This is an optimization exercise on Yosys and OpenROAD, whose aim is small area, a short achievable clock period and few clock cycles, not a production implementation. Where RTL was checked, it was by simulation tests only, not by an equivalence proof against the original. Function not checked in runs 1 to 3: the RTL went through the layout flow alone. Power and IR drop assume default switching activity.

<file path="flow/design.v">
module crc16_step (
    input  wire [15:0] crc_in,
    input  wire [7:0]  data,
    output reg  [15:0] crc_out
);
    integer k;
    always @(*) begin
        crc_out = crc_in ^ {data, 8'h00};
        for (k = 0; k < 8; k = k + 1)
            crc_out = crc_out[15] ? ({crc_out[14:0], 1'b0} ^ 16'h1021)
                                  : {crc_out[14:0], 1'b0};
    end
endmodule
module nabu_engine (
    input  wire        clk,
    input  wire        rst,
    input  wire        rx_valid,
    output wire        rx_ready,
    input  wire [7:0]  rx_data,
    output wire        tx_valid,
    input  wire        tx_ready,
    output wire [7:0]  tx_data,
    output wire        st_req_valid,
    input  wire        st_req_ready,
    output wire [23:0] st_seg,
    output wire [7:0]  st_pkt,
    input  wire        st_rsp_valid,
    output wire        st_rsp_ready,
    input  wire [1:0]  st_rsp_kind,
    input  wire [15:0] st_rsp_len,
    input  wire [15:0] st_rsp_offset,
    input  wire        st_rsp_last,
    input  wire        st_dat_valid,
    output wire        st_dat_ready,
    input  wire [7:0]  st_dat,
    input  wire [7:0]  tod_wd,
    input  wire [7:0]  tod_mo,
    input  wire [7:0]  tod_dd,
    input  wire [7:0]  tod_hh,
    input  wire [7:0]  tod_mi,
    input  wire [7:0]  tod_ss
);
    localparam [2:0] C_NONE = 3'd0,      
                     C_A    = 3'd1,      
                     C_82   = 3'd2,
                     C_83   = 3'd3,
                     C_1E   = 3'd4,
                     C_05   = 3'd5,
                     C_84   = 3'd6;
    localparam [2:0] A_1006 = 3'd0,
                     A_E4   = 3'd2,
                     A_91   = 3'd3,
                     A_1F   = 3'd4,
                     A_10E1 = 3'd5,
                     A_90   = 3'd7;
    function [1:0] mod3;     
        input [5:0] v;
        begin
            case (v)
            6'd0: mod3 = 2'd0;
            6'd1: mod3 = 2'd1;
            6'd2: mod3 = 2'd2;
            6'd3: mod3 = 2'd0;
            6'd4: mod3 = 2'd1;
            6'd5: mod3 = 2'd2;
            6'd6: mod3 = 2'd0;
            6'd7: mod3 = 2'd1;
            6'd8: mod3 = 2'd2;
            6'd9: mod3 = 2'd0;
            6'd10: mod3 = 2'd1;
            6'd11: mod3 = 2'd2;
            6'd12: mod3 = 2'd0;
            6'd13: mod3 = 2'd1;
            6'd14: mod3 = 2'd2;
            6'd15: mod3 = 2'd0;
            6'd16: mod3 = 2'd1;
            6'd17: mod3 = 2'd2;
            6'd18: mod3 = 2'd0;
            6'd19: mod3 = 2'd1;
            6'd20: mod3 = 2'd2;
            6'd21: mod3 = 2'd0;
            6'd22: mod3 = 2'd1;
            6'd23: mod3 = 2'd2;
            6'd24: mod3 = 2'd0;
            6'd25: mod3 = 2'd1;
            6'd26: mod3 = 2'd2;
            6'd27: mod3 = 2'd0;
            6'd28: mod3 = 2'd1;
            6'd29: mod3 = 2'd2;
            6'd30: mod3 = 2'd0;
            6'd31: mod3 = 2'd1;
            6'd32: mod3 = 2'd2;
            6'd33: mod3 = 2'd0;
            6'd34: mod3 = 2'd1;
            6'd35: mod3 = 2'd2;
            6'd36: mod3 = 2'd0;
            6'd37: mod3 = 2'd1;
            6'd38: mod3 = 2'd2;
            6'd39: mod3 = 2'd0;
            6'd40: mod3 = 2'd1;
            6'd41: mod3 = 2'd2;
            6'd42: mod3 = 2'd0;
            6'd43: mod3 = 2'd1;
            6'd44: mod3 = 2'd2;
            6'd45: mod3 = 2'd0;
            6'd46: mod3 = 2'd1;
            6'd47: mod3 = 2'd2;
            6'd48: mod3 = 2'd0;
            6'd49: mod3 = 2'd1;
            6'd50: mod3 = 2'd2;
            6'd51: mod3 = 2'd0;
            6'd52: mod3 = 2'd1;
            6'd53: mod3 = 2'd2;
            6'd54: mod3 = 2'd0;
            6'd55: mod3 = 2'd1;
            6'd56: mod3 = 2'd2;
            6'd57: mod3 = 2'd0;
            6'd58: mod3 = 2'd1;
            6'd59: mod3 = 2'd2;
            6'd60: mod3 = 2'd0;
            6'd61: mod3 = 2'd1;
            6'd62: mod3 = 2'd2;
            6'd63: mod3 = 2'd0;
            default: mod3 = 2'd0;
            endcase
        end
    endfunction
    reg         m_rx, m_ack, m_lkr, m_hdr, m_pay, m_crch, m_crcl;
    reg         rx_rdy;          
    reg         req_v;           
    reg         dat_rdy;         
    reg         q_v;
    reg  [7:0]  q;
    reg  [2:0]  q_cls;           
    reg         q_known;         
    reg         q_7f;
    wire        q_10 = (q == 8'h10);
    wire        q_06 = (q == 8'h06);
    wire        q_00 = (q == 8'h00);
    wire        q_ff = (q == 8'hFF);
    reg  [2:0]  cls;
    reg         f_idle;                  
    reg         f_a1, f_a2;              
    reg         f_b1;                    
    reg         f_r1, f_r2, f_r3, f_r4;  
    reg         f_r5, f_r6, f_r7, f_r8;  
    reg         f_lk;                    
    reg         ffff;                    
    reg  [2:0]  aptr;            
    reg  [1:0]  acnt;            
    reg         alk;             
    reg  [7:0]  r0, r1, r2, r3, r4, r5;
    reg         ld_last;
    reg         ld_time;
    reg         ld_framed;
    reg  [15:0] cnt;             
    reg  [4:0]  idx;             
    reg  [15:0] crc;
    reg         s_valid, s_esc, s_abs;
    reg  [7:0]  s_data;
    reg         o_valid, o_esc, o_dup, o_abs;
    reg  [7:0]  o_data;
    reg [7:0] ack_byte;
    always @(*) begin
        case (aptr)
        3'd0: ack_byte = 8'h10;
        3'd1: ack_byte = 8'h06;
        3'd2: ack_byte = 8'hE4;
        3'd3: ack_byte = 8'h91;
        3'd4: ack_byte = 8'h1F;
        3'd5: ack_byte = 8'h10;
        3'd6: ack_byte = 8'hE1;
        default: ack_byte = 8'h90;
        endcase
    end
    wire [7:0] ptype = ld_last ? 8'h30 : (r0 == 8'h00) ? 8'hA1 : 8'h20;
    reg  [7:0] hdr_const;
    reg        v_r0, v_rot, v_pt;
    always @(*) begin
        hdr_const = 8'h00;
        v_r0  = 1'b0;
        v_rot = 1'b0;
        v_pt  = 1'b0;
        if (ld_time) begin
            case (idx)
            5'd0, 5'd5, 5'd9:             hdr_const = 8'h7F;
            5'd1, 5'd2, 5'd6, 5'd7, 5'd8: hdr_const = 8'hFF;
            5'd10:                        hdr_const = 8'h80;
            5'd11:                        hdr_const = 8'h30;
            5'd16, 5'd17:                 hdr_const = 8'h02;
            5'd19:                        hdr_const = 8'h54;
            5'd18, 5'd20, 5'd21, 5'd22, 5'd23, 5'd24: begin v_r0 = 1'b1; v_rot = 1'b1; end
            default: ;
            endcase
        end else begin
            case (idx[3:0])
            4'd0, 4'd1, 4'd2, 4'd12, 4'd14, 4'd15: begin v_r0 = 1'b1; v_rot = 1'b1; end
            4'd3:             v_r0 = 1'b1;
            4'd4:             hdr_const = 8'h01;
            4'd5, 4'd9:       hdr_const = 8'h7F;
            4'd6, 4'd7, 4'd8: hdr_const = 8'hFF;
            4'd10:            hdr_const = 8'h80;
            4'd11:            v_pt = 1'b1;
            default: ;
            endcase
        end
    end
    wire [7:0] hdr_byte = hdr_const | ({8{v_r0}} & r0) | ({8{v_pt}} & ptype);
    wire       hdr_last = ld_time ? (idx == 5'd26) : (idx[3:0] == 4'd15);
    wire [7:0] cur = ({8{m_ack}}  & ack_byte)   |
                     ({8{m_hdr}}  & hdr_byte)   |
                     ({8{m_pay}}  & st_dat)     |
                     ({8{m_crch}} & ~crc[15:8]) |
                     ({8{m_crcl}} & ~crc[7:0]);
    wire cur_abs = m_hdr | m_pay;
    wire cur_esc = m_hdr | m_pay | m_crch | m_crcl;
    wire take = st_dat_valid & dat_rdy;
    wire have = m_ack | m_hdr | (m_pay & take) | (m_crch & ~o_abs) | m_crcl;
    wire push = have & ~s_valid;
    wire cnt_one  = (cnt == 16'd1);
    wire cnt_zero = (cnt == 16'd0);
    wire ack_last = m_ack & push & (acnt == 2'd0);
    wire proc     = q_v & (m_rx | (ack_last & ~alk));
    wire [2:0] eff = q_known ? q_cls : cls;
    wire sel_a  = f_idle & (eff == C_A);
    wire sel_82 = f_idle & (eff == C_82);
    wire sel_83 = f_idle & (eff == C_83);
    wire sel_1e = f_idle & (eff == C_1E);
    wire sel_05 = f_idle & (eff == C_05);
    wire sel_84 = f_idle & (eff == C_84);
    wire r4_time = f_r4 & q_7f & ffff;
    wire r4_rst  = f_r4 & ~r4_time &
                   ((q_00 & (r1 == 8'h00) & (r2 == 8'h83)) | (r3 == 8'h83));
    wire r4_look = f_r4 & ~r4_time & ~r4_rst;
    wire send    = f_r8 & q_06;
    wire ack_1006   = sel_a | sel_82 | sel_84;                   
    wire ack_1006e4 = sel_83 | (f_r7 & ~q_10);                   
    wire ack_10e1   = sel_1e;                                    
    wire ack_e4     = sel_05 | f_a2 | r4_rst | r4_look;          
    wire ack_e491   = r4_time;                                   
    wire ack_1f     = f_b1;                                      
    wire ack_go     = ack_1006 | ack_1006e4 | ack_10e1 | ack_e4 | ack_e491 | ack_1f;
    wire [2:0] n_aptr = (ack_1006 | ack_1006e4) ? A_1006 :
                        ack_10e1 ? A_10E1 :
                        ack_1f   ? A_1F   : A_E4;
    wire [1:0] n_acnt = (ack_1006e4 | ack_1f) ? 2'd2 :
                        (ack_1006 | ack_10e1 | ack_e491) ? 2'd1 : 2'd0;
    wire st_hdr   = send & ~ld_framed;
    wire st_pay   = send & ld_framed & ~cnt_zero;
    wire st_close = send & ld_framed & cnt_zero;
    wire rx_fire = rx_valid & rx_rdy;
    wire p4      = f_r4 & ffff & ~q_v;
    wire tod_cap = p4;
    wire tod_all = p4 & rx_valid & (rx_data == 8'h7F);
    wire o_stall   = o_esc & ~o_dup & (o_data == 8'h10);
    wire o_free    = ~o_valid | (tx_ready & ~o_stall);
    wire s_valid_n = o_free ? 1'b0 : (s_valid | push);
    wire [15:0] crc_nx;
    crc16_step u_crc (
        .crc_in  (crc),
        .data    (o_data),
        .crc_out (crc_nx)
    );
    wire rsp_fire = m_lkr & st_rsp_valid;
    wire rsp_nf   = rsp_fire & (st_rsp_kind == 2'd0);
    wire rsp_ab   = rsp_fire & (st_rsp_kind == 2'd3);
    wire rsp_fd   = rsp_fire & (st_rsp_kind[0] ^ st_rsp_kind[1]);
    wire hdr_done = m_hdr & push & hdr_last;
    wire pay_done = m_pay & push & cnt_one;
    wire close_go = (pay_done & ld_framed) | (m_crcl & push);
    wire p_ack = proc & (ack_go | st_close);
    wire p_hdr = proc & st_hdr;
    wire p_pay = proc & st_pay;
    wire p_rx  = proc & ~(ack_go | send);
    wire n_m_rx   = p_rx | (m_rx & ~proc) | (ack_last & ~alk & ~proc) | rsp_ab;
    wire n_m_ack  = p_ack | (m_ack & ~ack_last) | (rsp_fire & ~rsp_ab) | close_go;
    wire n_m_lkr  = (m_lkr & ~st_rsp_valid) | (ack_last & alk);
    wire n_m_hdr  = p_hdr | (m_hdr & ~hdr_done);
    wire n_m_pay  = p_pay | (m_pay & ~pay_done) |
                    (hdr_done & ~ld_time & ~cnt_zero);
    wire n_m_crch = (m_crch & ~push) | (pay_done & ~ld_framed) |
                    (hdr_done & (ld_time | cnt_zero));
    wire n_m_crcl = (m_crcl & ~push) | (m_crch & push);
    wire q_v_n = rx_fire | (q_v & ~proc);
    wire blk_n    = (f_r2 & proc) | (f_r3 & ~proc);
    wire rx_rdy_n = ~q_v_n | (n_m_rx & ~blk_n);
    always @(posedge clk) begin
        if (rst) begin
            m_rx    <= 1'b1;
            m_ack   <= 1'b0;
            m_lkr   <= 1'b0;
            m_hdr   <= 1'b0;
            m_pay   <= 1'b0;
            m_crch  <= 1'b0;
            m_crcl  <= 1'b0;
            rx_rdy  <= 1'b0;
            req_v   <= 1'b0;
            dat_rdy <= 1'b0;
            q_v     <= 1'b0;
            cls     <= C_NONE;
            f_idle  <= 1'b1;
            f_a1    <= 1'b0;
            f_a2    <= 1'b0;
            f_b1    <= 1'b0;
            f_r1    <= 1'b0;
            f_r2    <= 1'b0;
            f_r3    <= 1'b0;
            f_r4    <= 1'b0;
            f_r5    <= 1'b0;
            f_r6    <= 1'b0;
            f_r7    <= 1'b0;
            f_r8    <= 1'b0;
            f_lk    <= 1'b0;
            s_valid <= 1'b0;
            o_valid <= 1'b0;
            o_esc   <= 1'b0;
            o_dup   <= 1'b0;
            o_abs   <= 1'b0;
        end else begin
            m_rx    <= n_m_rx;
            m_ack   <= n_m_ack;
            m_lkr   <= n_m_lkr;
            m_hdr   <= n_m_hdr;
            m_pay   <= n_m_pay;
            m_crch  <= n_m_crch;
            m_crcl  <= n_m_crcl;
            rx_rdy  <= rx_rdy_n;
            dat_rdy <= n_m_pay & ~s_valid_n;
            q_v     <= q_v_n;
            if (proc) begin
                if (f_idle) cls <= eff;
                f_idle <= ~(sel_a | sel_82 | sel_84 | f_a1 | f_r1 | f_r2 | f_r3 |
                            r4_time | r4_look | (f_r5 & q_10) | (f_r7 & q_10));
                f_a1   <= sel_a;
                f_a2   <= f_a1;
                f_b1   <= sel_82;
                f_r1   <= sel_84;
                f_r2   <= f_r1;
                f_r3   <= f_r2;
                f_r4   <= f_r3;
                f_r5   <= 1'b0;
                f_r6   <= f_r5 & q_10;
                f_r7   <= r4_time;
                f_r8   <= f_r7 & q_10;
                f_lk   <= r4_look;
            end else if (rsp_fire) begin
                f_lk   <= 1'b0;
                f_idle <= rsp_ab;
                f_r5   <= rsp_nf;
                f_r7   <= rsp_fd;
            end
            if (proc & r4_look)
                req_v <= 1'b1;
            else if (st_req_ready)
                req_v <= 1'b0;
            if (o_free) begin
                o_dup <= 1'b0;
                if (s_valid) begin
                    o_valid <= 1'b1;
                    o_data  <= s_data;
                    o_esc   <= s_esc;
                    o_abs   <= s_abs;
                end else if (push) begin
                    o_valid <= 1'b1;
                    o_data  <= cur;
                    o_esc   <= cur_esc;
                    o_abs   <= cur_abs;
                end else begin
                    o_valid <= 1'b0;
                    o_abs   <= 1'b0;
                end
            end else begin
                o_abs <= 1'b0;
                if (tx_ready)
                    o_dup <= 1'b1;
            end
            s_valid <= s_valid_n;
        end
    end
    always @(posedge clk) begin
        if (rx_rdy) begin
            q       <= rx_data;
            q_known <= 1'b1;
            case (rx_data)
            8'h85, 8'h81: q_cls <= C_A;
            8'h82:        q_cls <= C_82;
            8'h83:        q_cls <= C_83;
            8'h1E:        q_cls <= C_1E;
            8'h05:        q_cls <= C_05;
            8'h84:        q_cls <= C_84;
            8'h0F:        q_cls <= C_NONE;
            default: begin q_cls <= C_NONE; q_known <= 1'b0; end
            endcase
            q_7f <= (rx_data == 8'h7F);
        end
        if (!o_free && push) begin
            s_data <= cur;
            s_esc  <= cur_esc;
            s_abs  <= cur_abs;
        end
        if (proc) begin
            aptr <= st_close ? A_10E1 : n_aptr;
            acnt <= st_close ? 2'd1 : n_acnt;
            alk  <= r4_look;
        end else if (rsp_fire) begin
            aptr <= rsp_nf ? A_90 : A_91;
            acnt <= 2'd0;
            alk  <= 1'b0;
        end else if (close_go) begin
            aptr <= A_10E1;
            acnt <= 2'd1;
        end else if (m_ack & push) begin
            aptr <= aptr + 3'd1;
            acnt <= acnt - 2'd1;
        end
        if (tod_cap) begin
            if (tod_all) begin
                r0 <= tod_wd;
                r1 <= tod_mo;
                r2 <= tod_dd;
                r3 <= {4'h0, mod3(tod_hh[7:2]), tod_hh[1:0]};
            end
            r4 <= tod_mi;
            r5 <= tod_ss;
        end else if (rsp_fire) begin
            r4 <= st_rsp_offset[15:8];
            r5 <= st_rsp_offset[7:0];
        end else if (m_hdr & push & v_rot) begin
            r0 <= r1;
            r1 <= r2;
            r2 <= r3;
            r3 <= r4;
            r4 <= r5;
            r5 <= r0;
        end else if (proc) begin
            if (f_r1) r3 <= q;
            if (f_r2) r2 <= q;
            if (f_r3) r1 <= q;
            if (f_r4 & ~r4_time) r0 <= q;
        end
        if (proc & f_r3)
            ffff <= q_ff & (r2 == 8'hFF);
        if (proc & r4_time) begin
            ld_time   <= 1'b1;
            ld_framed <= 1'b0;
        end else if (rsp_fire) begin
            ld_last   <= st_rsp_last;
            ld_time   <= 1'b0;
            ld_framed <= (st_rsp_kind == 2'd1);
        end
        if (rsp_fire)
            cnt <= st_rsp_len;
        else if (m_pay & push)
            cnt <= cnt - 16'd1;
        if (proc)
            idx <= 5'd0;
        else if (m_hdr & push)
            idx <= idx + 5'd1;
        if (proc)
            crc <= 16'hFFFF;
        else if (o_abs)
            crc <= crc_nx;
    end
    assign rx_ready     = rx_rdy;
    assign tx_valid     = o_valid;
    assign tx_data      = o_data;
    assign st_req_valid = req_v;
    assign st_seg       = {r0, r1, r2};
    assign st_pkt       = r3;
    assign st_rsp_ready = m_lkr;
    assign st_dat_ready = dat_rdy;
endmodule
</file>
<file path="flow/flow/run.sh">
#!/bin/bash
# The standard layout, with the port buffers made of buf_2 cells instead of
# the cell buffer_ports picks by default. The output of the whole run goes to
# standard.log in the folder this runs in.
export BUFFER_PORTS_ARGS="-buffer_cell sky130_fd_sc_hd__buf_2"
bash standard.sh > standard.log 2>&1
</file>
<file path="flow/standard.sh">
#!/bin/bash
# synth_recipe.tcl (not shown) runs the flow's synth.tcl, then flattens the netlist and writes it again
# the make line also repeats each setting of config.mk as NAME=value (left out here)
make -C /OpenROAD-flow-scripts/flow DESIGN_CONFIG=/design/flow/config.mk WORK_HOME=/design/flow/orfs CLKGATE_MAP_FILE= SYNTH_SCRIPT=/design/flow/synth_recipe.tcl "${@:-finish}"
</file>
<file path="flow/config.mk">
export PLATFORM = sky130hd
export DESIGN_NAME = nabu_engine
export DESIGN_NICKNAME = nabu_engine
export VERILOG_FILES = /design/flow/design.v
export SDC_FILE = /design/flow/constraint.sdc
export NUM_CORES = 4
export LEC_CHECK = 0
export ABC_AREA = 1
export CAP_MARGIN = 20
export CORE_MARGIN = 2
export CORE_UTILIZATION = 65
export CTS_BUF_LIST = sky130_fd_sc_hd__clkbuf_8
export SETUP_SLACK_MARGIN = 2.9
export SLEW_MARGIN = 20
export TNS_END_PERCENT = 5
</file>
<file path="flow/constraint.sdc">
create_clock -name core_clock -period 5.0 [get_ports {clk}]
set_input_delay 1.0000 -clock core_clock [delete_from_list [all_inputs] [get_ports {clk}]]
set_output_delay 1.0000 -clock core_clock [all_outputs]
set_load 0.01 [all_outputs]
</file>
==> results of run 1 <==
## cell type report
class / instances / area [sq um]
clock inverter: 11 / 80.1
timing repair inverter: 1 / 6.26
fill: 956 / 2840
clock buffer: 21 / 289
inverter: 135 / 546
sequential: 169 / 4430
timing repair buffer: 159 / 835
multi-input combinational: 744 / 4000
tap: 176 / 220
## stage by stage
| stage | utilization | hold slack [ps] | cells |
|---|---|---|---|
| after floorplan | - | 439 | 1075 |
| after global placement | 0.740 | 453 | 1374 |
| after detailed placement | 0.740 | 461 | 1374 |
| after CTS | 0.778 | 473 | 1411 |
| after global routing | 0.786 | 490 | 1416 |
| final | 0.786 | 469 | 1416 |
## cells in the mapped netlist, types with 2 or more instances
library cell	count	area (sq um)
sky130_fd_sc_hd__a211oi_1	2	15.0
sky130_fd_sc_hd__a21oi_1	64	320
sky130_fd_sc_hd__a221oi_1	2	17.5
sky130_fd_sc_hd__a22oi_1	4	30.0
sky130_fd_sc_hd__a31oi_1	12	75.1
sky130_fd_sc_hd__buf_1	4	15.0
sky130_fd_sc_hd__buf_2	2	10.0
sky130_fd_sc_hd__buf_6	3	33.8
sky130_fd_sc_hd__clkbuf_1	19	71.3
sky130_fd_sc_hd__clkinv_1	3	11.3
sky130_fd_sc_hd__dfxtp_1	66	1320
sky130_fd_sc_hd__edfxtp_1	103	3090
sky130_fd_sc_hd__ha_1	20	250
sky130_fd_sc_hd__inv_1	126	473
sky130_fd_sc_hd__inv_2	5	18.8
sky130_fd_sc_hd__nand2_1	283	1060
sky130_fd_sc_hd__nand2_2	4	25.0
sky130_fd_sc_hd__nand3_1	65	325
sky130_fd_sc_hd__nand3b_1	2	15.0
sky130_fd_sc_hd__nand4_1	19	119
sky130_fd_sc_hd__nor2_1	107	402
sky130_fd_sc_hd__nor2_2	2	12.5
sky130_fd_sc_hd__nor2_4	3	33.8
sky130_fd_sc_hd__nor3_1	9	45.0
sky130_fd_sc_hd__nor4_1	12	75.1
sky130_fd_sc_hd__o2111ai_1	2	17.5
sky130_fd_sc_hd__o211ai_1	26	195
sky130_fd_sc_hd__o21ai_0	49	245
sky130_fd_sc_hd__o221ai_1	3	26.3
sky130_fd_sc_hd__o22ai_1	5	31.3
sky130_fd_sc_hd__o31ai_1	2	15.0
sky130_fd_sc_hd__or2_2	10	62.6
sky130_fd_sc_hd__xnor2_1	13	114
sky130_fd_sc_hd__xor2_1	9	78.8
## registers in the layout, indices dropped and copies added, names as in the netlist, 2 cells and up, named ones only
name and flops:
cnt 16, crc 16, o_data 8, q 8
r0 8, r1 8, r2 8, r3 8
r4 8, r5 8, s_data 8, idx 5
aptr 3, cls 3, q_cls 3, acnt 2
## where the power goes
part	switching (mW)	internal, mW	leakage [nW]
logic	0.500	0.303	2.93
clock network	0.478	0.437	0.205
registers	0.108	1.62	1.49
## routing by layer
layer	track usage	up-vias	part of all wire
met1	0.406	3768	0.39
met3	0.0651	80	0.086
met2	0.543	419	0.48
li1	-	3920	-
met4	0.166	0	0.042
met5	0	-	0
## worst max-delay path: cells and delay by family, from the launching register on
family,cells,cell delay (ps)
compound gates,1,220
fa+ha+maj,2,440
buf+inv,3,320
flops,1,390
simple gates,8,790
## repair_timing
| item | CTS | global route |
|---|---|---|
| pin swaps | 2 | 5 |
| gates cloned | 2 | 0 |
| gates resized for setup | 34 | 21 |
| hold endpoints to repair | 0 | 0 |
| endpoints found under the setup margin | 183 | 147 |
| setup buffers | 3 | 5 |
## kinds of logic (layout without fill, tap and decap cells)
kind of cell,after synthesis,in the layout,synth area share
AO/OA/AOI/OAI,178,178,0.121
multiplexers,1,1,0.00113
XOR/XNOR,23,23,0.0237
adder cells (fa/ha/maj),20,20,0.0283
AND/OR/NAND/NOR,521,522,0.254
flip-flops,169,169,0.500
buffers and inverters,163,327,0.0724
## path summary, 6_finish.rpt
| check | from | endpoint | slack (ps) | cells past startpoint |
|---|---|---|---|---|
| setup / recovery | acnt[0] | flop | 2750 | 14 |
| hold / removal | crc[5] | crc[13] | 470 | 1 |
| hold reg to reg | crc[5] | crc[13] | 470 | 1 |
| setup reg to reg | acnt[0] | flop | 2750 | 14 |
==> run summary, run 1 <==
| Item | Value | Unit |
| --- | --- | --- |
| Area growth syn-to-layout | 17.8 | % |
| Wirelength, routed | 23500 | um |
| Via count | 8187 | - |
| Setup Viol. Count Final | 0 | - |
| Final routed wire length divided by cell count | 16.6 | um |
| Post-DP HPWL | 17100 | um |
| Depth of the CTS H-tree | 4 | - |
| Wire length of the first global-routing pass | 36600 | um |
| Number of design rule violations left after detail routing | 0 | - |
| Clock latency of the later-clocked register in the worst-skew pair | 470 | ps |
| Part of the Yosys area used for sequential elements | 0.500 | - |
| Placed cell areas | 9800 | sq um |
| Final critical-path share of the clock period | 0.449 | - |
| Power density over the cells | 331 | nW/um^2 |
| Worst Clk Skew | 11.6 | ps |
| Share of final-layout standard cells stronger than drive strength 1 | 0.217 | - |
| Die outline area | 14500 | sq um |
| Post-Route Setup TNS | 0 | ps |
| Post-CTS Hold Buffers | 0 | - |
| Overflow after GRT | 0 | - |
| Chip height | 121 | um |
| Number of buffers on the longest clock path | 2 | - |
| Share of synthesized registers carrying an async set or reset | 0 | - |
| Highest achievable clock rate | 0.445 | GHz |
| Crit path top cell by count | sky130_fd_sc_hd__nand2_1 | - |
| Routability cong. | 0.968 | - |
| Overall Global Routing Usage | 0.327 | - |
| Largest fanout of any net on the critical path | 32 | - |
| Number of placement rows | 42 | - |
| Synth Net Count | 1201 | - |
| Largest vdd supply drop | 0.168 | mV |
| Worst rel slew slack | 0.569 | - |
| Shortest period the worst path allows | 2250 | ps |
| Max-capacitance violation count | 0 | - |
| Core region area | 13200 | sq um |
| Required time at the endpoint of the critical path | 5410 | ps |
| Slowest cell delay on critical path | 390 | ps |
| Clock net sink count | 169 | - |
| Tightest Hold Check Type | flop to flop | - |
| I/O Buffers | 150 | - |
| Clock edge transition at the registers on the reported setup and hold paths | 80 | ps |
| Unrepaired setup endpoints after global routing | yes | - |
| Synth warn | 2 | - |
| Initial DRC Count | 708 | - |
| Final critical-path setup slack | 2750 | ps |
| Netlist area before placement | 8830 | sq um |
| Static Leakage | 4.62 | nW |
| Number of antenna violations at the first check in global routing | 0 | - |
| Kind of critical path | flop to flop | - |
| Gate count after technology mapping | 1075 | - |
| Library cells used by synthesis | 49 | - |
| Mapped Avg Cell Area | 8.22 | sq um |
| TritonCTS clock tree | built | - |
| Kind of end point of the critical path | flop | - |
| Run status | timing/DRC/antenna clean | - |
| # nets final | 1353 | - |
| Pin slew with the least headroom to its limit | 643 | ps |
| Post-route cell area | 10400 | sq um |
| Worst slack after detailed placement | 1630 | ps |
| Endpoints failing hold | 0 | - |
| Die width | 121 | um |
| Commonest cells after routing, fill and taps aside | 275 x sky130_fd_sc_hd__nand2_1, 148 x sky130_fd_sc_hd__buf_2, 122 x sky130_fd_sc_hd__inv_1 | - |
| Number of clock buffers inserted by TritonCTS | 17 | - |
| Vias/cell | 5.78 | - |
| Effective utilization at floorplan | 0.667 | - |
| Library cell used as clock root buffer | sky130_fd_sc_hd__clkbuf_8 | - |
| Number of enable-type register cells in the synthesized netlist | 103 | - |
| Via count of the first global-routing pass | 7689 | - |
| Maximum number of pins on one net before global-route repair | 33 | - |
| Synth Register Bits | 169 | - |
| Ports placed on the boundary | 151 | - |
| Slowest cell on crit path | sky130_fd_sc_hd__edfxtp_1 | - |
| Commonest non-fill, non-tap cell in the layout | sky130_fd_sc_hd__nand2_1 | - |
| Critical path launch point type | flop | - |
| Ys flop type | sky130_fd_sc_hd__edfxtp_1 | - |
| Critical path arrival | 2650 | ps |
| Overall power of the completed layout | 3.45 | mW |
| Crit path cell chain | inv_1, ha_2, nand3b_4, a21oi_4, inv_8, nand2_2, inv_1, ha_1, nor2_1, nand2_1, and2_4, nand2_1, nand2_2, nand2_1 | - |
| Iteration count of the initial detailed-routing pass | 5 | - |
| N_diodes | 0 | - |
| Number of nets with antenna violations after routing | 0 | - |
| Number of slew-limit violations in the final report | 0 | - |
==> inputs of run 2 (changes only) <==
--- a/flow/config.mk
+++ b/flow/config.mk
@@ -10,6 +10,6 @@
 export CORE_MARGIN = 2
 export CORE_UTILIZATION = 65
 export CTS_BUF_LIST = sky130_fd_sc_hd__clkbuf_8
-export SETUP_SLACK_MARGIN = 2.9
+export SETUP_SLACK_MARGIN = 3.0
 export SLEW_MARGIN = 20
 export TNS_END_PERCENT = 5
==> run 2 against run 1 <==
  * Critical path depth decreased by 13
  * Synthesized area unchanged
  * Sequential cell count unchanged
==> run summary, run 2 <==
| Item | Value | Unit |
| --- | --- | --- |
| Run status | timing/DRC/antenna clean | - |
| Power density over the cells | 338 | nW/um^2 |
| Synth warn | 2 | - |
| Part of the Yosys area used for sequential elements | 0.500 | - |
| Library cells used by synthesis | 49 | - |
| Maximum number of pins on one net before global-route repair | 38 | - |
| Combined area of the multi-input logic cells | 4120 | sq um |
| Number of slew-limit violations in the final report | 0 | - |
| Number of design rule violations left after detail routing | 0 | - |
| Number of antenna violations at the first check in global routing | 0 | - |
| Slowest cell on crit path | sky130_fd_sc_hd__edfxtp_1 | - |
| Ys flop type | sky130_fd_sc_hd__edfxtp_1 | - |
| Library cell used as clock root buffer | sky130_fd_sc_hd__clkbuf_8 | - |
| Kind of end point of the critical path | primary output | - |
| Synth Net Count | 1201 | - |
| Critical path arrival | 1160 | ps |
| Endpoints failing hold | 0 | - |
| Required time at the endpoint of the critical path | 4000 | ps |
| Unrepaired setup endpoints after global routing | yes | - |
| Slowest cell delay on critical path | 490 | ps |
| Clock edge transition at the registers on the reported setup and hold paths | 90 | ps |
| Final routed wire length divided by cell count | 18.3 | um |
| Number of enable-type register cells in the synthesized netlist | 103 | - |
| Cell total after placement | 1374 | - |
| Netlist area before placement | 8830 | sq um |
| Tightest Hold Check Type | flop to flop | - |
| Area growth syn-to-layout | 24.7 | % |
| Fill cell count | 810 | - |
| Critical path launch point type | flop | - |
| Delay-heaviest family, CP | flip-flops | - |
| Mapped Avg Cell Area | 8.22 | sq um |
| Commonest non-fill, non-tap cell in the layout | sky130_fd_sc_hd__nand2_1 | - |
| Largest vdd supply drop | 0.229 | mV |
| Depth of the CTS H-tree | 4 | - |
| Setup Viol. Count Final | 0 | - |
| Biggest area consumer among synthesized cells | sky130_fd_sc_hd__edfxtp_1 | - |
| Top Registers | cnt: 16 flops, crc: 16 flops | - |
| Worst Clk Skew | 11.3 | ps |
| Initial DRC Count | 1198 | - |
| Commonest cells after routing, fill and taps aside | 271 x sky130_fd_sc_hd__nand2_1, 151 x sky130_fd_sc_hd__buf_2, 115 x sky130_fd_sc_hd__inv_1 | - |
| End-of-flow core utilization | 0.832 | - |
| Most common cell in the netlist | sky130_fd_sc_hd__nand2_1 | - |
| Final critical-path setup slack | 2840 | ps |
| Overflow after GRT | 0 | - |
| Gate count after technology mapping | 1075 | - |
| Source of the worst register-to-register timing path | m_hdr | - |
| Number of nets with antenna violations after routing | 0 | - |
| Largest fanout of any net on the critical path | 2 | - |
| Kind of critical path | flop to primary output | - |
| Crit path cell chain | buf_2 | - |
| Routability cong. | 0.937 | - |
| Overall Global Routing Usage | 0.342 | - |
| Pin slew with the least headroom to its limit | 636 | ps |
| Synth area leaders | sky130_fd_sc_hd__edfxtp_1 35%, sky130_fd_sc_hd__dfxtp_1 15%, sky130_fd_sc_hd__nand2_1 12% | - |
| Logic depth of the worst register-to-register path | 14 | - |
| I/O Buffers | 150 | - |
| Synth Register Bits | 169 | - |
| Number of buffers on the longest clock path | 2 | - |
| Post-Route Setup TNS | 0 | ps |
| Die width | 121 | um |
| Endpoint of the worst setup timing path | st_seg[16] | - |
| Highest achievable clock rate | 0.462 | GHz |
| Post-layout instance count excluding filler cells | 1466 | - |
| Share of final-layout standard cells stronger than drive strength 1 | 0.263 | - |
| Wirelength, routed | 26800 | um |
| Via count of the first global-routing pass | 7688 | - |
| Worst rel slew slack | 0.574 | - |
| Wire length of the first global-routing pass | 38000 | um |
| Via count | 8801 | - |
| Clock net sink count | 169 | - |
| # nets final | 1403 | - |
| Effective utilization at floorplan | 0.667 | - |
| Final critical-path share of the clock period | 0.433 | - |
| N_diodes | 0 | - |
| Buffers & Inverters on Critical Path | 1 | - |
| Instance count on the critical path | 1 | - |
| Max-capacitance violation count | 0 | - |
| Share of synthesized registers carrying an async set or reset | 0 | - |
| Shortest period the worst path allows | 2160 | ps |
| Die outline area | 14500 | sq um |
| Chip height | 121 | um |
| Core region area | 13200 | sq um |
| Number of clock buffers inserted by TritonCTS | 17 | - |
| Clock latency of the later-clocked register in the worst-skew pair | 490 | ps |
| Reg2reg setup slack | 2840 | ps |
| Static Leakage | 4.90 | nW |
| Setup crit start | r0[0] | - |
| Post-DP HPWL | 17000 | um |
| Number of placement rows | 42 | - |
| Vias/cell | 6.00 | - |
| Synth top area share | 0.350 | - |
| Iteration count of the initial detailed-routing pass | 8 | - |
| TritonCTS clock tree | built | - |
| Register area | 4440 | sq um |
| Ports placed on the boundary | 151 | - |
| Worst slack after detailed placement | 1590 | ps |
| Commonest cells post-synth | 283 x sky130_fd_sc_hd__nand2_1, 126 x sky130_fd_sc_hd__inv_1, 107 x sky130_fd_sc_hd__nor2_1, 103 x sky130_fd_sc_hd__edfxtp_1, 66 x sky130_fd_sc_hd__dfxtp_1 | - |
## run 2: cell counts after synthesis
No cell type changed its count.
## run 2: layout make-up
| cell class | count | area share |
|---|---|---|
| Sequential cell | 169 | 0.403 |
| Tap cell | 176 | 0.0200 |
| Clock inverter | 14 | 0.0185 |
| Multi-Input combinational cell | 744 | 0.374 |
| Clock buffer | 18 | 0.0225 |
| Timing Repair Buffer | 209 | 0.111 |
| Timing Repair inverter | 1 | 0.000568 |
| Inverter | 135 | 0.0507 |
## run 2: layer usage
layer / wire [um] / vias up / GRT usage
met5: 0 / - / 0
met4: 1550 / 0 / 0.156
met3: 2640 / 140 / 0.0703
met2: 12900 / 631 / 0.576
met1: 9710 / 4011 / 0.426
li1: - / 4019 / -
## run 2: worst register-to-register path, delay by kind of cell (launching register included)
| kind | cells | cell delay, ps |
|---|---|---|
| DFF | 1 | 370 |
| buffers and inverters | 4 | 410 |
| AOI/OAI and AO/OA | 1 | 230 |
| and+or+nand+nor | 8 | 830 |
| adders and majority gates | 1 | 220 |
## run 2: worst min-delay path by stage
stage	slack, ps	start	cells past startpoint	endpoint
2_1_floorplan	440	cls[2]	2	cls[2]
3_3_place_gp	450	crc[5]	1	crc[13]
3_5_place_dp	460	crc[5]	1	crc[13]
4_1_cts	470	crc[5]	1	crc[13]
5_1_grt	480	cls[2]	2	cls[2]
6_report	470	cls[2]	2	cls[2]
## run 2: per-stage QoR
step / area, sq um / hold slack, ps / power (mW)
global placement: 9800 / 451 / 2.48
detailed placement: 9800 / 456 / 2.50
floorplan: 8950 / 439 / 2.27
finish: 11000 / 468 / 3.72
CTS: 10500 / 469 / 3.61
global route: 11000 / 484 / 3.87
## run 2: where the power goes
part	total [mW]	internal, mW	switching, mW	leakage (nW)
logic	0.874	0.326	0.547	3.18
registers	1.73	1.62	0.108	1.49
clock network	1.12	0.601	0.517	0.222
total	3.72	2.55	1.17	4.90
## run 2: cell families after synthesis
| kind of cell | Yosys count | share of synthesized area |
|---|---|---|
| mux | 1 | 0.00113 |
| xor+xnor | 23 | 0.0237 |
| buf+inv | 163 | 0.0724 |
| fa+ha+maj | 20 | 0.0283 |
| simple gates | 521 | 0.254 |
| flops | 169 | 0.500 |
| compound gates | 178 | 0.121 |
## run 2: timing repair
action                     4_1_cts  5_1_grt
gates resized for setup         48       45
pin swaps                        6       13
hold endpoints to repair         0        0
gates cloned                     2        0
setup buffers                   18       40
setup endpoints to repair      230      161
hold buffers                     0        0
==> inputs of run 3 (changes only) <==
--- a/flow/design.v
+++ b/flow/design.v
@@ -148,6 +148,7 @@
     reg         ffff;                    
     reg  [2:0]  aptr;            
     reg  [1:0]  acnt;            
+    reg         alast;           
     reg         alk;             
     reg  [7:0]  r0, r1, r2, r3, r4, r5;
     reg         ld_last;
@@ -219,7 +220,7 @@
     wire push = have & ~s_valid;
     wire cnt_one  = (cnt == 16'd1);
     wire cnt_zero = (cnt == 16'd0);
-    wire ack_last = m_ack & push & (acnt == 2'd0);
+    wire ack_last = m_ack & push & alast;
     wire proc     = q_v & (m_rx | (ack_last & ~alk));
     wire [2:0] eff = q_known ? q_cls : cls;
     wire sel_a  = f_idle & (eff == C_A);
@@ -399,19 +400,23 @@
             s_abs  <= cur_abs;
         end
         if (proc) begin
-            aptr <= st_close ? A_10E1 : n_aptr;
-            acnt <= st_close ? 2'd1 : n_acnt;
-            alk  <= r4_look;
+            aptr  <= st_close ? A_10E1 : n_aptr;
+            acnt  <= st_close ? 2'd1 : n_acnt;
+            alast <= ~st_close & (n_acnt == 2'd0);
+            alk   <= r4_look;
         end else if (rsp_fire) begin
-            aptr <= rsp_nf ? A_90 : A_91;
-            acnt <= 2'd0;
-            alk  <= 1'b0;
+            aptr  <= rsp_nf ? A_90 : A_91;
+            acnt  <= 2'd0;
+            alast <= 1'b1;
+            alk   <= 1'b0;
         end else if (close_go) begin
-            aptr <= A_10E1;
-            acnt <= 2'd1;
+            aptr  <= A_10E1;
+            acnt  <= 2'd1;
+            alast <= 1'b0;
         end else if (m_ack & push) begin
-            aptr <= aptr + 3'd1;
-            acnt <= acnt - 2'd1;
+            aptr  <= aptr + 3'd1;
+            acnt  <= acnt - 2'd1;
+            alast <= (acnt == 2'd1);
         end
         if (tod_cap) begin
             if (tod_all) begin
--- a/flow/config.mk
+++ b/flow/config.mk
@@ -10,6 +10,6 @@
 export CORE_MARGIN = 2
 export CORE_UTILIZATION = 65
 export CTS_BUF_LIST = sky130_fd_sc_hd__clkbuf_8
-export SETUP_SLACK_MARGIN = 3.0
+export SETUP_SLACK_MARGIN = 2.9
 export SLEW_MARGIN = 20
 export TNS_END_PERCENT = 5
==> run 3 against run 2 <==
  * Critical endpoint is now st_seg[19]
  * Still clean
  * Sequential cell count is 1 higher
  * Critical path depth is the same
  * Die area increased by 1.3%
  * Wire length shrank 9.2%
  * Count of clock-buffer cells in the layout decreased by 1
  * Via count fell by 5.3%
  * Synthesized cell count grew 2.0%
  * Fmax rose by 0.45%
  * Non-clock buffer count fell by 47
  * First-iteration DRC count is 20% lower
  * Utilization decreased by 4.3 points
  * Critical path type unchanged
  * Hold slack worse by 3.8 ps
==> run summary, run 3 <==
| Item | Value | Unit |
| --- | --- | --- |
| Part of the Yosys area used for sequential elements | 0.496 | - |
| Pin slew with the least headroom to its limit | 712 | ps |
| Wire length on met3 | 2310 | um |
| Placed cell areas | 9920 | sq um |
| Highest achievable clock rate | 0.464 | GHz |
| Depth of the CTS H-tree | 4 | - |
| Post-DP HPWL | 17600 | um |
| Die width | 121 | um |
| Xor/xnor share of the synthesized area | 0.0215 | - |
| Wire length of the first global-routing pass | 38300 | um |
| Effective utilization at floorplan | 0.671 | - |
| Netlist area before placement | 8960 | sq um |
| Number of nets with antenna violations after routing | 0 | - |
| Wirelength, routed | 24400 | um |
| Commonest cells after routing, fill and taps aside | 284 x sky130_fd_sc_hd__nand2_1, 147 x sky130_fd_sc_hd__buf_2, 130 x sky130_fd_sc_hd__inv_1 | - |
| Initial DRC Count | 964 | - |
| Iteration count of the initial detailed-routing pass | 7 | - |
| Static Leakage | 4.62 | nW |
| Top Registers | cnt: 16 flops, crc: 16 flops | - |
| Vias/cell | 5.78 | - |
| Unrepaired setup endpoints after global routing | yes | - |
| Biggest area consumer among synthesized cells | sky130_fd_sc_hd__edfxtp_1 | - |
| Endpoint of the worst setup timing path | st_seg[19] | - |
| Setup crit start | r0[3] | - |
| Portion of total power attributed to combinational logic | 0.241 | - |
| Number of slew-limit violations in the final report | 0 | - |
| Synth top area share | 0.349 | - |
| Synth area leaders | sky130_fd_sc_hd__edfxtp_1 35%, sky130_fd_sc_hd__dfxtp_1 15%, sky130_fd_sc_hd__nand2_1 12% | - |
| Source of the worst register-to-register timing path | q_v | - |
| Adder-Cell Fraction of Synth Area | 0.0279 | - |
| Largest vdd supply drop | 0.199 | mV |
| Area fraction in and, or, nand and nor cells after synthesis | 0.255 | - |
| Combinational family with the most area after synthesis | simple AND/OR/NAND/NOR gates | - |
| Tightest Hold Check Type | flop to flop | - |
| Worst hold margin | 464 | ps |
| Mux contribution to synthesized area | 0.00112 | - |
| Most common cell in the netlist | sky130_fd_sc_hd__nand2_1 | - |
| Clk pwr share | 0.257 | - |
| Post-route cell area | 10500 | sq um |
| Run status | timing/DRC/antenna clean | - |
| Instance count on the critical path | 1 | - |
| Overall Global Routing Usage | 0.340 | - |
| Via count of the first global-routing pass | 7903 | - |
| Synth Area in Compound Gates | 0.123 | - |
| Reg2reg setup slack | 2850 | ps |
| Delay-heaviest family, CP | flip-flops | - |
| Area growth syn-to-layout | 17.6 | % |
| Clock net sink count | 170 | - |
| I/O Buffers | 150 | - |
| Post-CTS Hold Buffers | 0 | - |
| Power density over the cells | 333 | nW/um^2 |
| Logic depth of the worst register-to-register path | 6 | - |
| Required time at the endpoint of the critical path | 4000 | ps |
| Sw Share | 0.321 | - |
| Synth Register Bits | 170 | - |
| Ports placed on the boundary | 151 | - |
| # nets final | 1379 | - |
| Number of clock buffers inserted by TritonCTS | 17 | - |
| Crit path cell chain | buf_2 | - |
| Number of placement rows | 42 | - |
| Commonest non-fill, non-tap cell in the layout | sky130_fd_sc_hd__nand2_1 | - |
| Ys flop type | sky130_fd_sc_hd__edfxtp_1 | - |
| Commonest cells post-synth | 289 x sky130_fd_sc_hd__nand2_1, 130 x sky130_fd_sc_hd__inv_1, 113 x sky130_fd_sc_hd__nor2_1, 104 x sky130_fd_sc_hd__edfxtp_1, 73 x sky130_fd_sc_hd__a21oi_1 | - |
| Overflow after GRT | 0 | - |
| Kind of critical path | flop to primary output | - |
| Worst Clk Skew | 14.1 | ps |
| Chip height | 121 | um |
| Die outline area | 14700 | sq um |
| Clock latency of the later-clocked register in the worst-skew pair | 470 | ps |
| Largest fanout of any net on the critical path | 4 | - |
| Buffers & Inverters on Critical Path | 1 | - |
| Number of enable-type register cells in the synthesized netlist | 104 | - |
| Final critical-path share of the clock period | 0.431 | - |
| Worst reg2reg endpoint | r2[4] | - |
| Slowest cell delay on critical path | 510 | ps |
| Clock edge transition at the registers on the reported setup and hold paths | 90 | ps |
| Critical path launch point type | flop | - |
| Mapped Avg Cell Area | 8.17 | sq um |
| Critical path arrival | 1150 | ps |
| Post-route met1 wirelength | 9470 | um |
| Max-capacitance violation count | 0 | - |
| Share of synthesized registers carrying an async set or reset | 0 | - |
| Post-Route Setup TNS | 0 | ps |
| Core region area | 13300 | sq um |
| Library cell used as clock root buffer | sky130_fd_sc_hd__clkbuf_8 | - |
| Kind of end point of the critical path | primary output | - |
| TritonCTS clock tree | built | - |
| Highest layer used for signal routing | met4 | - |
| Overall power of the completed layout | 3.51 | mW |
| Maximum number of pins on one net before global-route repair | 35 | - |
| Endpoints failing hold | 0 | - |
| Library cells used by synthesis | 52 | - |
| Slowest cell on crit path | sky130_fd_sc_hd__edfxtp_1 | - |
| Number of buffers on the longest clock path | 2 | - |
| Internal | 2.38 | mW |
| Via count | 8338 | - |
| Number of antenna violations at the first check in global routing | 0 | - |
| Worst rel slew slack | 0.513 | - |
| Net Sw Power | 1.13 | mW |
| Seq pwr share | 0.502 | - |
| Synth Net Count | 1223 | - |
| Gate count after technology mapping | 1097 | - |
| Number of design rule violations left after detail routing | 0 | - |
| Setup Viol. Count Final | 0 | - |
| Synth warn | 2 | - |
| Share of final-layout standard cells stronger than drive strength 1 | 0.205 | - |
| Routability cong. | 0.928 | - |
| Final routed wire length divided by cell count | 16.9 | um |
| Shortest period the worst path allows | 2150 | ps |
| Met2 Wirelength | 11500 | um |
| N_diodes | 0 | - |
==> run 3: cell types whose count changed after synthesis, moves of 5 or more <==
cell / change
sky130_fd_sc_hd__nor2_1: +6
sky130_fd_sc_hd__a21oi_1: +9
sky130_fd_sc_hd__buf_2: +5
sky130_fd_sc_hd__nand2_4: +5
sky130_fd_sc_hd__nand2_1: +6
==> run 3: worst reg2reg max path: stages (launching register included) <==
cell                      delay [ps]
sky130_fd_sc_hd__dfxtp_2         400
sky130_fd_sc_hd__inv_1           220
sky130_fd_sc_hd__nand3_4         260
sky130_fd_sc_hd__inv_12          240
sky130_fd_sc_hd__nor2_4          110
sky130_fd_sc_hd__a22o_4          310
sky130_fd_sc_hd__a21oi_4         280
==> run 3: cell type report <==
| cell class | instances | area (sq um) |
|---|---|---|
| Clock buffer | 17 | 234 |
| Clock inverter | 15 | 119 |
| Fill cell | 952 | 2810 |
| Inverter | 140 | 569 |
| Multi-Input combinational cell | 761 | 4040 |
| Sequential cell | 170 | 4460 |
| Tap cell | 176 | 220 |
| Timing Repair Buffer | 162 | 886 |
| Timing Repair inverter | 1 | 3.75 |
==> run 3: routing by layer <==
| layer | up-vias | GRT usage |
|---|---|---|
| met5 | - | 0 |
| met4 | 0 | 0.162 |
| met3 | 91 | 0.0677 |
| met2 | 487 | 0.566 |
| met1 | 3762 | 0.426 |
| li1 | 3998 | - |
==> run 3: worst min-delay path by stage <==
| stage | endpoint | depth (start not counted) | start | slack, ps |
|---|---|---|---|---|
| 2_1_floorplan | f_r5 | 2 | f_r5 | 450 |
| 3_3_place_gp | req_v | 2 | req_v | 450 |
| 3_5_place_dp | req_v | 2 | req_v | 450 |
| 4_1_cts | req_v | 2 | req_v | 470 |
| 5_1_grt | req_v | 2 | req_v | 500 |
| 6_report | req_v | 2 | req_v | 460 |
==> run 3: power groups by stage <==
stage / Sequential, mW / Clock, mW / Combinational [mW]
floorplan: 1.76 / 0 / 0.591
global placement: 1.78 / 0 / 0.779
detailed placement: 1.79 / 0 / 0.806
CTS: 1.76 / 0.903 / 0.831
global route: 1.78 / 0.951 / 0.951
finish: 1.76 / 0.901 / 0.846
==> run 3: per-stage QoR <==
stage / cells / setup slack [ps] / utilization
after floorplan: 1097 / 2750 / -
after global placement: 1396 / 1800 / 0.743
after detailed placement: 1396 / 1770 / 0.743
after CTS: 1441 / 2830 / 0.788
after global routing: 1442 / 2710 / 0.789
final: 1442 / 2850 / 0.789
==> run 3: kinds of logic after synthesis <==
family          count (synthesis)
simple gates                  528
compound gates                188
flops                         170
buf+inv                       168
xor+xnor                       22
fa+ha+maj                      20
mux                             1
==> run 3: repair_timing <==
item | CTS | global route
pin swaps | 8 | 0
endpoints found under the setup margin | 173 | 115
gates cloned | 4 | 0
resized for setup | 37 | 6
setup buffers | 9 | 1
==> inputs of run 4 (changes only) <==
--- a/flow/design.v
+++ b/flow/design.v
@@ -133,11 +133,7 @@
     reg  [7:0]  q;
     reg  [2:0]  q_cls;           
     reg         q_known;         
-    reg         q_7f;
-    wire        q_10 = (q == 8'h10);
-    wire        q_06 = (q == 8'h06);
-    wire        q_00 = (q == 8'h00);
-    wire        q_ff = (q == 8'hFF);
+    reg         q_10, q_06, q_7f, q_00, q_ff;
     reg  [2:0]  cls;
     reg         f_idle;                  
     reg         f_a1, f_a2;              
@@ -148,7 +144,6 @@
     reg         ffff;                    
     reg  [2:0]  aptr;            
     reg  [1:0]  acnt;            
-    reg         alast;           
     reg         alk;             
     reg  [7:0]  r0, r1, r2, r3, r4, r5;
     reg         ld_last;
@@ -220,7 +215,7 @@
     wire push = have & ~s_valid;
     wire cnt_one  = (cnt == 16'd1);
     wire cnt_zero = (cnt == 16'd0);
-    wire ack_last = m_ack & push & alast;
+    wire ack_last = m_ack & push & (acnt == 2'd0);
     wire proc     = q_v & (m_rx | (ack_last & ~alk));
     wire [2:0] eff = q_known ? q_cls : cls;
     wire sel_a  = f_idle & (eff == C_A);
@@ -358,12 +353,10 @@
                 o_dup <= 1'b0;
                 if (s_valid) begin
                     o_valid <= 1'b1;
-                    o_data  <= s_data;
                     o_esc   <= s_esc;
                     o_abs   <= s_abs;
                 end else if (push) begin
                     o_valid <= 1'b1;
-                    o_data  <= cur;
                     o_esc   <= cur_esc;
                     o_abs   <= cur_abs;
                 end else begin
@@ -378,8 +371,51 @@
             s_valid <= s_valid_n;
         end
     end
+    wire o_ld_s = o_free & s_valid;
+    wire o_ld_c = o_free & ~s_valid & push;
+    wire o_hold = ~(o_ld_s | o_ld_c);
+    wire s_ld   = ~o_free & push;
     always @(posedge clk) begin
-        if (rx_rdy) begin
+        o_data <= ({8{o_ld_s}} & s_data) | ({8{o_ld_c}} & cur) | ({8{o_hold}} & o_data);
+        s_data <= ({8{s_ld}} & cur) | ({8{~s_ld}} & s_data);
+    end
+    wire a_new  = proc | rsp_fire | close_go;
+    wire a_inc  = m_ack & push & ~proc;
+    wire a_hold = ~(a_new | a_inc);
+    wire [2:0] a_ptr = proc ? (st_close ? A_10E1 : n_aptr) :
+                       rsp_fire ? (rsp_nf ? A_90 : A_91) : A_10E1;
+    wire [1:0] a_cnt = proc ? (st_close ? 2'd1 : n_acnt) :
+                       rsp_fire ? 2'd0 : 2'd1;
+    always @(posedge clk) begin
+        aptr <= ({3{a_new}} & a_ptr) | ({3{a_inc}} & (aptr + 3'd1)) | ({3{a_hold}} & aptr);
+        acnt <= ({2{a_new}} & a_cnt) | ({2{a_inc}} & (acnt - 2'd1)) | ({2{a_hold}} & acnt);
+    end
+    wire rg_rot = m_hdr & push & v_rot;
+    wire rg_q0  = proc & f_r4 & ~r4_time;
+    wire rg_q1  = proc & f_r3;
+    wire rg_q2  = proc & f_r2;
+    wire rg_q3  = proc & f_r1;
+    wire [7:0] hh12 = {4'h0, mod3(tod_hh[7:2]), tod_hh[1:0]};
+    always @(posedge clk) begin
+        r0 <= ({8{tod_all}} & tod_wd) | ({8{rg_rot}} & r1) | ({8{rg_q0}} & q) |
+              ({8{~(tod_all | rg_rot | rg_q0)}} & r0);
+        r1 <= ({8{tod_all}} & tod_mo) | ({8{rg_rot}} & r2) | ({8{rg_q1}} & q) |
+              ({8{~(tod_all | rg_rot | rg_q1)}} & r1);
+        r2 <= ({8{tod_all}} & tod_dd) | ({8{rg_rot}} & r3) | ({8{rg_q2}} & q) |
+              ({8{~(tod_all | rg_rot | rg_q2)}} & r2);
+        r3 <= ({8{tod_all}} & hh12)   | ({8{rg_rot}} & r4) | ({8{rg_q3}} & q) |
+              ({8{~(tod_all | rg_rot | rg_q3)}} & r3);
+        r4 <= ({8{tod_cap}} & tod_mi) | ({8{rsp_fire}} & st_rsp_offset[15:8]) |
+              ({8{rg_rot}} & r5) | ({8{~(tod_cap | rsp_fire | rg_rot)}} & r4);
+        r5 <= ({8{tod_cap}} & tod_ss) | ({8{rsp_fire}} & st_rsp_offset[7:0]) |
+              ({8{rg_rot}} & r0) | ({8{~(tod_cap | rsp_fire | rg_rot)}} & r5);
+    end
+    wire c_dec = m_pay & push;
+    always @(posedge clk)
+        cnt <= ({16{rsp_fire}} & st_rsp_len) | ({16{c_dec}} & (cnt - 16'd1)) |
+               ({16{~(rsp_fire | c_dec)}} & cnt);
+    always @(posedge clk) begin
+        if (rx_fire) begin
             q       <= rx_data;
             q_known <= 1'b1;
             case (rx_data)
@@ -392,57 +428,20 @@
             8'h0F:        q_cls <= C_NONE;
             default: begin q_cls <= C_NONE; q_known <= 1'b0; end
             endcase
+            q_10 <= (rx_data == 8'h10);
+            q_06 <= (rx_data == 8'h06);
             q_7f <= (rx_data == 8'h7F);
+            q_00 <= (rx_data == 8'h00);
+            q_ff <= (rx_data == 8'hFF);
         end
         if (!o_free && push) begin
-            s_data <= cur;
             s_esc  <= cur_esc;
             s_abs  <= cur_abs;
         end
-        if (proc) begin
-            aptr  <= st_close ? A_10E1 : n_aptr;
-            acnt  <= st_close ? 2'd1 : n_acnt;
-            alast <= ~st_close & (n_acnt == 2'd0);
-            alk   <= r4_look;
-        end else if (rsp_fire) begin
-            aptr  <= rsp_nf ? A_90 : A_91;
-            acnt  <= 2'd0;
-            alast <= 1'b1;
-            alk   <= 1'b0;
-        end else if (close_go) begin
-            aptr  <= A_10E1;
-            acnt  <= 2'd1;
-            alast <= 1'b0;
-        end else if (m_ack & push) begin
-            aptr  <= aptr + 3'd1;
-            acnt  <= acnt - 2'd1;
-            alast <= (acnt == 2'd1);
-        end
-        if (tod_cap) begin
-            if (tod_all) begin
-                r0 <= tod_wd;
-                r1 <= tod_mo;
-                r2 <= tod_dd;
-                r3 <= {4'h0, mod3(tod_hh[7:2]), tod_hh[1:0]};
-            end
-            r4 <= tod_mi;
-            r5 <= tod_ss;
-        end else if (rsp_fire) begin
-            r4 <= st_rsp_offset[15:8];
-            r5 <= st_rsp_offset[7:0];
-        end else if (m_hdr & push & v_rot) begin
-            r0 <= r1;
-            r1 <= r2;
-            r2 <= r3;
-            r3 <= r4;
-            r4 <= r5;
-            r5 <= r0;
-        end else if (proc) begin
-            if (f_r1) r3 <= q;
-            if (f_r2) r2 <= q;
-            if (f_r3) r1 <= q;
-            if (f_r4 & ~r4_time) r0 <= q;
-        end
+        if (proc)
+            alk <= r4_look;
+        else if (rsp_fire)
+            alk <= 1'b0;
         if (proc & f_r3)
             ffff <= q_ff & (r2 == 8'hFF);
         if (proc & r4_time) begin
@@ -453,10 +452,6 @@
             ld_time   <= 1'b0;
             ld_framed <= (st_rsp_kind == 2'd1);
         end
-        if (rsp_fire)
-            cnt <= st_rsp_len;
-        else if (m_pay & push)
-            cnt <= cnt - 16'd1;
         if (proc)
             idx <= 5'd0;
         else if (m_hdr & push)
==> run 4 against run 3 <==
  * Hold slack got worse by 2.8 ps
  * Non-clock buffer count increased by 14
  * Utilization decreased by 0.75 points
  * Clock skew decreased by 2.8 ps
  * Global-route usage increased by 1.3 points
  * Total power increased by 31%
  * Synthesized area decreased by 2.6%
  * Sequential share of layout area decreased by 5.7 points
  * Critical path depth unchanged
  * Combinational power increased by 74%
  * Sequential cell count increased by 3
==> run summary, run 4 <==
| Item | Value | Unit |
| --- | --- | --- |
| Post-Route Setup TNS | 0 | ps |
| Number of antenna violations at the first check in global routing | 1 | - |
| Number of design rule violations left after detail routing | 0 | - |
| Clock latency of the later-clocked register in the worst-skew pair | 480 | ps |
| Worst rel slew slack | 0.568 | - |
| Number of buffers on the longest clock path | 2 | - |
| Final critical-path setup slack | 2910 | ps |
| Library cell used as clock root buffer | sky130_fd_sc_hd__clkbuf_8 | - |
| Netlist area before placement | 8720 | sq um |
| Number of nets with antenna violations after routing | 0 | - |
| Overall Global Routing Usage | 0.352 | - |
| Largest vdd supply drop | 0.492 | mV |
| Shortest period the worst path allows | 2090 | ps |
| Max-capacitance violation count | 0 | - |
| Commonest non-fill, non-tap cell in the layout | sky130_fd_sc_hd__nand2_1 | - |
| Depth of the CTS H-tree | 4 | - |
| Synth Register Bits | 173 | - |
| I/O Buffers | 150 | - |
| Vias/cell | 5.74 | - |
| Die width | 120 | um |
| Highest achievable clock rate | 0.479 | GHz |
| Mapped Avg Cell Area | 7.45 | sq um |
| Number of placement rows | 42 | - |
| Synth Net Count | 1296 | - |
| Pin slew with the least headroom to its limit | 648 | ps |
| Wire length of the first global-routing pass | 39600 | um |
| Static Leakage | 4.80 | nW |
| Slowest cell delay on critical path | 450 | ps |
| Commonest cells after routing, fill and taps aside | 313 x sky130_fd_sc_hd__nand2_1, 150 x sky130_fd_sc_hd__buf_2, 143 x sky130_fd_sc_hd__inv_1 | - |
| Kind of critical path | flop to primary output | - |
| Run status | timing/DRC/antenna clean | - |
| Tightest Hold Check Type | flop to flop | - |
| Post-DP HPWL | 18100 | um |
| Synth top area share | 0.328 | - |
| Clock edge transition at the registers on the reported setup and hold paths | 80 | ps |
| Via count of the first global-routing pass | 8048 | - |
| Effective utilization at floorplan | 0.661 | - |
| Buffers & Inverters on Critical Path | 1 | - |
| Area growth syn-to-layout | 18.2 | % |
| Synth warn | 2 | - |
| Final routed wire length divided by cell count | 16.3 | um |
| Worst Clk Skew | 11.3 | ps |
| Overflow after GRT | 0 | - |
| Required time at the endpoint of the critical path | 4000 | ps |
| Slowest cell on crit path | sky130_fd_sc_hd__dfxtp_1 | - |
| Share of synthesized registers carrying an async set or reset | 0 | - |
| Power density over the cells | 445 | nW/um^2 |
| Biggest area consumer among synthesized cells | sky130_fd_sc_hd__dfxtp_1 | - |
| Delay-heaviest family, CP | flip-flops | - |
| Gate count after technology mapping | 1171 | - |
| Library cells used by synthesis | 51 | - |
| Share of final-layout standard cells stronger than drive strength 1 | 0.204 | - |
| Cell total after placement | 1472 | - |
| Post-layout instance count excluding filler cells | 1529 | - |
| Worst slack after detailed placement | 2250 | ps |
| Endpoints failing hold | 0 | - |
| Unrepaired setup endpoints after global routing | yes | - |
| Routability cong. | 0.939 | - |
| Part of the Yosys area used for sequential elements | 0.432 | - |
| Core region area | 13200 | sq um |
| Chip height | 120 | um |
| Ports placed on the boundary | 151 | - |
| Reg2reg setup slack | 2940 | ps |
| Post-CTS Hold Buffers | 0 | - |
| TritonCTS clock tree | built | - |
| Setup Viol. Count Final | 0 | - |
| Maximum number of pins on one net before global-route repair | 39 | - |
| Critical path launch point type | flop | - |
| Number of enable-type register cells in the synthesized netlist | 30 | - |
| Via count | 8780 | - |
| Number of clock buffers inserted by TritonCTS | 17 | - |
| Clock net sink count | 173 | - |
| Largest fanout of any net on the critical path | 4 | - |
| Most common cell in the netlist | sky130_fd_sc_hd__nand2_1 | - |
| Wirelength, routed | 24900 | um |
| Commonest cells post-synth | 317 x sky130_fd_sc_hd__nand2_1, 146 x sky130_fd_sc_hd__inv_1, 143 x sky130_fd_sc_hd__dfxtp_1, 85 x sky130_fd_sc_hd__nor2_1, 85 x sky130_fd_sc_hd__o21ai_0 | - |
| Iteration count of the initial detailed-routing pass | 8 | - |
| Initial DRC Count | 991 | - |
| Die outline area | 14400 | sq um |
| Worst hold margin | 461 | ps |
| Final critical-path share of the clock period | 0.418 | - |
| Crit path cell chain | buf_2 | - |
| Ys flop type | sky130_fd_sc_hd__dfxtp_1 | - |
| Synth area leaders | sky130_fd_sc_hd__dfxtp_1 33%, sky130_fd_sc_hd__nand2_1 14%, sky130_fd_sc_hd__edfxtp_1 10% | - |
| Critical path arrival | 1090 | ps |
| Number of slew-limit violations in the final report | 0 | - |
| Kind of end point of the critical path | primary output | - |
| # nets final | 1464 | - |
run 4: changes by cell type after synthesis, sizes merged, moves of 12 or more:
| cell | before | now |
|---|---|---|
| inv | 138 | 155 |
| nor2 | 119 | 96 |
| a21oi | 74 | 53 |
| dfxtp | 66 | 143 |
| o21ai | 53 | 97 |
| o2111ai | 3 | 15 |
| nand2 | 296 | 323 |
| edfxtp | 104 | 30 |
run 4: final timing paths:
| kind | startpoint | cells past startpoint | end |
|---|---|---|---|
| setup / recovery | o_data[5] | 1 | tx_data[5] |
| hold / removal | flop | 2 | o_data[0] |
| setup reg to reg | acnt[0] | 13 | flop |
| hold reg to reg | flop | 2 | o_data[0] |
run 4: cells by family (layout without fill, tap and decap cells):
group | Yosys count | in the layout | synth area share
AO/OA/AOI/OAI | 223 | 223 | 0.152
XOR/XNOR | 27 | 27 | 0.0293
adder cells (fa/ha/maj) | 19 | 19 | 0.0273
buffers and inverters | 186 | 366 | 0.0844
flip-flops | 173 | 173 | 0.432
multiplexers | 1 | 1 | 0.00129
other | 0 | 1 | 0
AND/OR/NAND/NOR | 542 | 543 | 0.274
run 4: power breakdown:
part           internal (mW)  switching (mW)
Sequential              1.77           0.303
Clock                  0.502           0.532
Combinational          0.579           0.894
run 4: cell type report:
class,instances,area (sq um)
well taps,176,220
clock inverters,11,134
clock buffers,21,289
flip-flops and latches,173,3770
inverters,158,616
diodes,1,2.50
repair buffers,176,953
multi-input cells,813,4320
fillers,1032,2880
run 4: routing by layer:
layer,vias up,track usage,wire length (um)
li1,4233,-,-
met2,438,0.537,11300
met5,-,0,0
met4,0,0.128,673
met1,4047,0.488,10600
met3,62,0.0875,2430
run 4: what timing repair did:
action | in CTS | in global routing
setup buffers | 4 | 19
pin swaps | 1 | 10
gates resized for setup | 10 | 31
setup endpoints to repair | 89 | 102
hold endpoints to repair | 0 | 0
cloned | 1 | 0
run 4: stage by stage:
step	cell area, sq um	utilization	power [mW]
2_1_floorplan	8720	-	3.01
3_3_place_gp	9580	0.726	3.44
3_5_place_dp	9580	0.726	3.47
4_1_cts	10100	0.763	4.51
5_1_grt	10300	0.782	4.87
6_report	10300	0.782	4.59
Testbench counts of run 4, summed over its fixed seeds: cycles 192,739.

==> separate check: timing with driven ports <==
The flow's constraints put no driver on any port. The routed layouts listed below were extracted and timed again, unchanged, in two steps. Step 1 sets driving cells, clkbuf_16 on the clock port and buf_2 on the other inputs (assumed; they add their load-dependent delay and slew). Step 2 adds t to the input delays and takes it off the output delays; t is the mean of the earliest and latest rising clock arrival at the registers after step 1. Input paths then give back, and output paths get back, about the clock's delay inside the block. a / b / c = ideal / step 1 / step 2; a / b = the first two.
| run | t (ns) | setup WS [ns] | slew at the worst register clock pin (ns) | worst data-port slew with drivers (ns) | pins driven straight from the clock port |
|---|---|---|---|---|---|
| run 1 | 0.500 | 2.753 / 2.738 / 2.391 | 0.09 / 0.09 | 0.04 | 1 |
| run 2 | 0.530 | 2.837 / 2.789 / 2.367 | 0.09 / 0.09 | 0.05 | 1 |
| run 3 | 0.502 | 2.846 / 2.807 / 2.399 | 0.09 / 0.09 | 0.04 | 1 |
| run 4 | 0.512 | 2.911 / 2.869 / 2.480 | 0.10 / 0.10 | 0.07 | 1 |
After both steps setup and hold are still met in every run listed. The setup slack of run 2, which loses most, moves by -0.048 ns with the drivers and by -0.470 ns with both steps.
